This is an optimization exercise on Yosys and OpenROAD, whose aim is small area, a short achievable clock period and few clock cycles per item, not a production implementation. At most, simulation tests tie the RTL to the original design; equivalence was not proved. Power is estimated from default activity; no workload was simulated.

the reference run:
// muxcodec_quant
module muxcodec_quant (
    input  wire        clk,
    input  wire        rst,         
    input  wire        in_valid,
    output wire        in_ready,
    input  wire        in_op,       
    input  wire [2:0]  in_res,      
    input  wire [2:0]  in_qty,      
    input  wire [63:0] in_din,
    output reg         out_valid,
    output reg  [63:0] out_dout,
    output reg  [2:0]  out_err      
);
Settings: LEC_CHECK=0, CAP_MARGIN=20, CORE_MARGIN=2, CORE_UTILIZATION=40, SLEW_MARGIN=20; clock period 9.0 ns.
run.sh (not shown) runs the stock make flow with config.mk's settings and CLKGATE_MAP_FILE= SYNTH_SCRIPT=/design/flow/synth_recipe.tcl, a recipe that flattens the netlist after the stock synthesis.
Relative to the reference run, the following input files were edited for the trial run:
# the reference run
export LEC_CHECK = 0
export CAP_MARGIN = 20
export CORE_MARGIN = 2
export CORE_UTILIZATION = 40
export SLEW_MARGIN = 20
create_clock -name core_clock -period 9.0 [get_ports {clk}]
# the trial run
export LEC_CHECK = 0
export CAP_MARGIN = 20
export CORE_MARGIN = 2
export CORE_UTILIZATION = 40
export SETUP_SLACK_MARGIN = 4.5
export SLEW_MARGIN = 20
create_clock -name core_clock -period 9.0 [get_ports {clk}]
### Flow results
- Status: area of all sequential standard cells parity (the trial run, the reference run)
- Diff the reference run -> the trial run: data required time of the critical path climbed 0.05 ns; power climbed 9.0%.
- Relative to the reference run, the global-route wire length before repair of the trial run is higher by 4.1%.
- Looking only at non-clock buffer count, and setting everything else aside, the higher value of the reference run and the trial run goes to the trial run.
- The trial run: clock-buffer cell count lower than the reference run
- On clock-pin slew of the registers on the worst-case setup and hold paths, the trial run tracks the reference run almost exactly.
No functional check of the RTL was part of any run of this note.

========
Another version of the RTL of muxcodec_quant (not shown whole).
Size: about 280 flip-flops, about 140 I/O pins, roughly 26,000 um2 of cells after synthesis.
clock: 9.0 ns
lec_check: 0
cap_margin: 20
core_margin: 2
core_utilization: 40
setup_slack_margin: 4.4
slew_margin: 20
Testbench counts at the start, summed over its fixed seeds: cycles 71,988, items 12,000.
Edit:
--- a/flow/config.mk
+++ b/flow/config.mk
@@ -11 +11 @@
-export SETUP_SLACK_MARGIN = 4.4
+export SETUP_SLACK_MARGIN = 4.7
What happened:
- The new run finished with max-capacitance violations, max-slew violations left
- wire length came out higher by 1.9%
- utilization came out higher by 1.9 points
- via count came out higher by about 1.3%
- die area does not change
- synthesized area is unchanged
- final cell count came out higher by about 1%
- power came out higher by 4.9%
- clock-buffer cell count came out lower by 3
- flip-flop and latch count stays the same
Edit:
--- a/flow/config.mk
+++ b/flow/config.mk
@@ -8 +8 @@
-export CAP_MARGIN = 20
+export CAP_MARGIN = 10
@@ -11,2 +11,2 @@
-export SETUP_SLACK_MARGIN = 4.7
-export SLEW_MARGIN = 20
+export SETUP_SLACK_MARGIN = 4.5
+export SLEW_MARGIN = 10
Result: Now the flow completed without violations; setup slack gets worse by 260 ps; register-to-register slack gets worse by 260 ps; via count went down by 1.3%; area after synthesis stays the same; design area went down by 4.2%.
Edit:
--- a/flow/config.mk
+++ b/flow/config.mk
@@ -8 +8 @@
-export CAP_MARGIN = 10
+export CAP_MARGIN = 20
@@ -12 +12 @@
-export SLEW_MARGIN = 10
+export SLEW_MARGIN = 20
The changed run finished clean.
Via count rose by 0.33%.
Routed wire length is about the same.
Design area hardly moves.
Area after synthesis does not change.
Die area is unchanged.
Worst setup slack degrades by 18 ps.
Hold slack got worse by 4.8 ps.
Total power is about the same.
Count of clock-buffer cells in the layout is unchanged.
Cell count hardly moves.
Edit:
--- a/flow/config.mk
+++ b/flow/config.mk
@@ -10 +10 @@
-export CORE_UTILIZATION = 40
+export CORE_UTILIZATION = 50
What happened: The changed run completed without violations; wire length rose by a few percent; cell count fell by a few percent; maximum frequency hardly moves; worst setup slack is better by 8.8 ps; hold slack is better by 48 ps; flip-flop and latch count is unchanged; register-to-register slack hardly moves; cell area rose slightly; die area fell by about a fifth; clock skew rose by 27 ps; clock power rose by a few percent.
Edit:
--- a/flow/config.mk
+++ b/flow/config.mk
@@ -10,2 +10,2 @@
-export CORE_UTILIZATION = 50
-export SETUP_SLACK_MARGIN = 4.5
+export CORE_UTILIZATION = 40
+export SETUP_SLACK_MARGIN = 4.6
Effect: The changed run produced a clean layout. Design area fell by about 0.4%. Sequential power fell by about 2%. First-iteration DRC count fell by 2.7%. Utilization fell by 12 points.

==> re-timing with driven ports <==
The flow's constraints put no driver on any port. The routed layouts listed below were extracted and timed again, unchanged, in two steps. Step 1 assumes that a clkbuf_16 drives the clock port and a buf_2 every other input. Step 2 times the ports against the registers' clock, not the clock port: input delays grow and output delays shrink by t, the midpoint of the rising clock arrivals with the driver on. Slacks: no drivers / after step 1 / after step 2; pairs: no drivers / after step 1.
run	shift t [ns]	setup slack, ns	worst hold slack (ns)
the reference run	0.666	2.607 / 2.607 / 2.607	0.362 / 0.362 / 0.362
the trial run	0.669	4.442 / 4.442 / 3.931	0.364 / 0.364 / 0.364
the first run of note 2	0.611	4.360 / 4.360 / 4.056	0.398 / 0.398 / 0.398
the second run of note 2	0.681	4.732 / 4.732 / 4.131	0.401 / 0.401 / 0.401
the third run of note 2	0.607	4.468 / 4.468 / 4.149	0.394 / 0.394 / 0.394
the fourth run of note 2	0.610	4.450 / 4.450 / 4.080	0.389 / 0.389 / 0.389
the fifth run of note 2	0.638	4.459 / 4.459 / 3.936	0.437 / 0.437 / 0.437
the sixth run of note 2	0.617	4.555 / 4.555 / 4.164	0.444 / 0.444 / 0.444
For the second run of note 2, which loses most, drivers alone change the setup slack by 0.000 ns; drivers and shift together by -0.601 ns.
